This is an optimization exercise on Yosys and OpenROAD, whose aim is small area, a short achievable clock period and few clock cycles per item, not a production implementation.
Only simulation tests tie the RTL to the original design; equivalence was not proved.

==> flow/design.v (excerpt) <==
module smolbit_arith (
    input  wire        clk,
    input  wire        rst,
    input  wire        in_valid,
    output wire        in_ready,
    input  wire [2:0]  in_mode,
    input  wire [31:0] in_a,
    input  wire [31:0] in_b,
    output reg         out_valid,
    output wire [31:0] out_result
);
Size: roughly 2800 cells after synthesis, about 200 flip-flops, about 100 I/O pins, roughly 23000 sq um of cells after synthesis.
Settings: LEC_CHECK=0, CAP_MARGIN=20, CORE_MARGIN=2, CORE_UTILIZATION=40, SETUP_SLACK_MARGIN=2.0, SLEW_MARGIN=20; clock period 8.0 ns.
run.sh (not shown) runs the stock make flow with config.mk's settings and CLKGATE_MAP_FILE= SYNTH_SCRIPT=/design/flow/synth_recipe.tcl, a recipe that flattens the netlist after the stock synthesis.
The baseline finished with timing, DRC and antenna clean.
Testbench counts at the start, summed over its fixed seeds: cycles 14,980, ops 3,200.
==> next run, changes <==
SETUP_SLACK_MARGIN = default   (was 2.0)
Effect: The new run went through all stages and came out clean. First-iteration DRC count rose by 5.1%. Count of clock-buffer cells in the layout does not change. Design area is lower by 5.9%. Non-clock buffer count fell by 53.

---

run 1:
Another version of the RTL of smolbit_arith (not shown whole).
Size in the first run: about 2900 cells after synthesis, about 100 I/O pins, about 24000 µm² of cells after synthesis.
## smolbit_arith
module smolbit_arith (
    input  wire        clk,
    input  wire        rst,
    input  wire        in_valid,
    output wire        in_ready,
    input  wire [2:0]  in_mode,
    input  wire [31:0] in_a,
    input  wire [31:0] in_b,
    output reg         out_valid,
    output wire [31:0] out_result
);
    localparam integer R  = 8;           
    localparam integer ND = 32 / R;      
    localparam integer DW = 2;           
    localparam integer SM = R - 1;       
    localparam [2:0] M_ADD = 3'd0, M_SUB = 3'd1, M_MUL = 3'd2, M_DIV = 3'd3,
                     M_MOV = 3'd4, M_LDI = 3'd5, M_POW = 3'd6, M_ROOT = 3'd7;
    localparam [2:0] S_IDLE  = 3'd0,
                     S_FAST  = 3'd1,   
                     S_MUL   = 3'd2,   
                     S_DALN  = 3'd3,   
                     S_DSUB  = 3'd4,   
                     S_RSET  = 3'd6,   
                     S_RMUL  = 3'd7;   
    reg [2:0]    st;
    reg [31:0]   u, v, acc;
    reg [32:0]   x;
  ...
Settings: LEC_CHECK=0, CAP_MARGIN=20, CORE_MARGIN=2, CORE_UTILIZATION=30, SETUP_SLACK_MARGIN=1.5, SLEW_MARGIN=20; clock period 8.0 ns.
Testbench counts of run 1, summed over its fixed seeds: cycles 13,349, ops 3,200.
Input-level comparison between run 2 and run 1:
# run 1
export LEC_CHECK = 0
export CAP_MARGIN = 20
export CORE_MARGIN = 2
export CORE_UTILIZATION = 30
export SETUP_SLACK_MARGIN = 1.5
export SLEW_MARGIN = 20
create_clock -name core_clock -period 8.0 [get_ports {clk}]
# run 2
export LEC_CHECK = 0
export CAP_MARGIN = 20
export CORE_MARGIN = 2
export CORE_UTILIZATION = 40
export SETUP_SLACK_MARGIN = 1.5
export SLEW_MARGIN = 20
create_clock -name core_clock -period 8.0 [get_ports {clk}]
Notes after the runs:
- Compared with run 1, in run 2 global-route track usage on met3 rose by 1.5 points, routing usage on met1 rose by 12 points, number of cells traversed by the worst register-to-register path rose by 9.5%.
- Tap cell count shrinks by more than a quarter when moving from run 1 to run 2.
- Capturing instance or port of the critical path = acc[0]$_DFFE_PP_: run 2; capturing instance or port of the critical path = in_ready: run 1
- For count of multi-input combinational gates, run 1 and run 2 come out practically identical.
Input changes introduced in run 3 (baseline for comparison: run 2):
# run 2
export LEC_CHECK = 0
export CAP_MARGIN = 20
export CORE_MARGIN = 2
export CORE_UTILIZATION = 40
export SETUP_SLACK_MARGIN = 1.5
export SLEW_MARGIN = 20
create_clock -name core_clock -period 8.0 [get_ports {clk}]
# run 3
export LEC_CHECK = 0
export CAP_MARGIN = 20
export CORE_MARGIN = 2
export CORE_UTILIZATION = 40
export SETUP_SLACK_MARGIN = 2.0
export SLEW_MARGIN = 20
create_clock -name core_clock -period 8.0 [get_ports {clk}]
Notes after the runs:
Utilization run 2 -> run 3: up
Total area of multi-input combinational cells came out higher on run 3 than on run 2.
In the flow results for run 3 and run 2, the share of the clock period used by the worst path after layout is larger on run 2.
Sequential share of layout area for run 3 is lower than for run 2.
Critical path arrival on run 3 is down relative to run 2.
Max met2 usage in global routing across run 3 and run 2: run 2
For run 4, these inputs were changed with respect to run 3:
# run 3
export LEC_CHECK = 0
export CAP_MARGIN = 20
export CORE_MARGIN = 2
export CORE_UTILIZATION = 40
export SETUP_SLACK_MARGIN = 2.0
export SLEW_MARGIN = 20
create_clock -name core_clock -period 8.0 [get_ports {clk}]
# run 4
export LEC_CHECK = 0
export CAP_MARGIN = 20
export CORE_MARGIN = 2
export CORE_UTILIZATION = 40
export SETUP_SLACK_MARGIN = 1.0
export SLEW_MARGIN = 20
create_clock -name core_clock -period 8.0 [get_ports {clk}]
### Flow results
- Run 4 — proportion of cell area occupied by multi-input gates 1.1 points higher, run 3 as reference
- Comparing run 3 and run 4, transition at the pin with the smallest max-transition slack is higher on run 4.
- [compare] base=run 3 new=run 4: total length of routed wires has decreased, number of global-route vias before repair has decreased.
- Higher global routing usage summed across all routing layers among run 3 and run 4: run 3
- Row final instance area: run 4 lower / run 3 higher
- Diff run 3 -> run 4: number of non-filler instances in the completed layout lower, critical path depth up 3, total vias in the final route decreased by about 3% relative to the old numbers, final worst setup slack dropped 0.69 ns.
What run 5 does differently from run 4 at the input level:
# run 4
export LEC_CHECK = 0
export CAP_MARGIN = 20
export CORE_MARGIN = 2
export CORE_UTILIZATION = 40
export SETUP_SLACK_MARGIN = 1.0
export SLEW_MARGIN = 20
create_clock -name core_clock -period 8.0 [get_ports {clk}]
# run 5
export LEC_CHECK = 0
export CAP_MARGIN = 20
export CORE_MARGIN = 2
export CORE_UTILIZATION = 40
export SETUP_SLACK_MARGIN = 2.5
export SLEW_MARGIN = 20
create_clock -name core_clock -period 8.0 [get_ports {clk}]
No stage failed in run 5, and the final checks on the layout all came back clean.
Compared with run 4, run 5 degrades final worst clock skew.
From run 4 to run 5 the numbers moved as follows: via count picked up an extra 1038, count of cell types in the netlist neither gained nor lost much, net total in the final layout picked up an extra about 4.3%.
Total routing resource utilization after global routing for run 5: 0.79 points up relative to run 4
Run 5 ended up with a higher required time of the critical path than run 4 did.
Summary of run 5 over run 4: clock tree buffer count of the final layout grew by 2; hold slack shrank by 0.037 ns.
Relative to run 5, the following input files were edited for run 6:
# run 5
export LEC_CHECK = 0
export CAP_MARGIN = 20
export CORE_MARGIN = 2
export CORE_UTILIZATION = 40
export SETUP_SLACK_MARGIN = 2.5
export SLEW_MARGIN = 20
create_clock -name core_clock -period 8.0 [get_ports {clk}]
# run 6
export LEC_CHECK = 0
export CAP_MARGIN = 20
export CORE_MARGIN = 2
export CORE_UTILIZATION = 30
export SETUP_SLACK_MARGIN = 2.0
export SLEW_MARGIN = 20
create_clock -name core_clock -period 8.0 [get_ports {clk}]
Findings:
- Data-path buffer share of cell area in the final layout ended up 1.5 points lower on run 6 than on run 5.
- Run 6 against run 5; maximum achievable frequency is down slightly.
- reg -> out as the startpoint-to-endpoint class of the critical path was reported by run 6, and reg -> reg by run 5.
- Compared to run 5, the router laid down less metal wire for run 6.
- Measured against each other, run 5 and run 6 differ in global-route usage, the higher figure coming from run 5.
- There was hardly any difference in area taken by flip-flops and latches between run 6 and run 5.

---

v54:
Another version of the RTL of smolbit_arith (not shown whole).
Size: ~2900 cells after synthesis, roughly 190 flip-flops, about 100 I/O pins.
make LEC_CHECK=0 CAP_MARGIN=20 CORE_MARGIN=2 CORE_UTILIZATION=60 SETUP_SLACK_MARGIN=2.0 SLEW_MARGIN=20 finish   # period 8.0 ns
Testbench counts of v54, summed over its fixed seeds: cycles 13,349, ops 3,200.
Input-level comparison between v53 and v54:
- swapping 60 for 40 in CORE_UTILIZATION
Findings:
- Number of failing setup endpoints in the final timing report: v54 vs v53 identical
- Compared with v54, v53 shows design area that has gone up slightly.
- Detailed-route wire length: v53 > v54
- The cell at the slowest stage of the critical path comes out sky130_fd_sc_hd__edfxtp_1 in one run and sky130_fd_sc_hd__fa_1 in the other, namely in v53 and v54 respectively.
- A capture point of the critical path of x[28]$_DFFE_PP_ is what v54 shows, while acc[0]$_DFFE_PP_ belongs to v53.
- As of v53, number of buffers outside the clock class in the layout had fallen by a few percent compared to v54.
> inputs changed (v53 -> v55)
- SETUP_SLACK_MARGIN changed from 2.0 to 2.5
--- outcome ---
v55 went all the way through the flow, and no timing, DRC or antenna check failed.
Clock distribution area overhead in the final layout (higher): v53
v55 against v53; critical path depth is down by a few percent.
v55 against v53: area added between synthesis and finish grew by 4.2 points, remaining max-slew budget at the tightest pin dropped 0.42 points, post-route minimum period has increased, placer's final routability congestion estimate shows no meaningful change, maximum cell stage delay along the critical path now sits higher.

-- what the ideal ports hide --
The flow's constraints put no driver on any port. The routed layouts listed below were extracted and timed again, unchanged, in two steps.
Step 1 (the two cells are an assumption about what drives the block):
set clk [get_ports {clk}]
set_driving_cell -lib_cell sky130_fd_sc_hd__clkbuf_16 $clk
set_driving_cell -lib_cell sky130_fd_sc_hd__buf_2 [delete_from_list [all_inputs] $clk]
Step 2 times the ports against the registers' clock, not the clock port: input delays grow and output delays shrink by t, the midpoint of the rising clock arrivals with the driver on.
a / b / c = no drivers / after step 1 / after step 2; a / b = the first two.
| run | t, ns | slack for setup (ns) | clock arrival spread, ns |
|---|---|---|---|
| the first run of note 1 | 0.538 | 1.979 / 1.979 / 1.741 | 0.018 / 0.017 |
| the second run of note 1 | 0.537 | 0.732 / 0.732 / 0.554 | 0.017 / 0.018 |
| run 1 | 0.528 | 1.637 / 1.583 / 1.305 | 0.015 / 0.015 |
| run 2 | 0.531 | 1.623 / 1.592 / 1.316 | 0.020 / 0.020 |
| run 3 | 0.543 | 2.025 / 2.025 / 1.650 | 0.012 / 0.012 |
| run 4 | 0.530 | 1.334 / 1.285 / 1.334 | 0.017 / 0.016 |
| run 5 | 0.538 | 2.023 / 2.023 / 2.023 | 0.022 / 0.021 |
| run 6 | 0.532 | 1.934 / 1.877 / 1.646 | 0.028 / 0.029 |
| v54 | 0.518 | 1.330 / 1.330 / 1.330 | 0.013 / 0.013 |
| v53 | 0.532 | 1.735 / 1.735 / 1.607 | 0.020 / 0.019 |
| v55 | 0.536 | 1.661 / 1.661 / 1.661 | 0.010 / 0.011 |
After both steps every run listed still meets setup and hold. For run 3, which loses most, drivers alone change the setup slack by 0.000 ns; drivers and shift together by -0.375 ns.
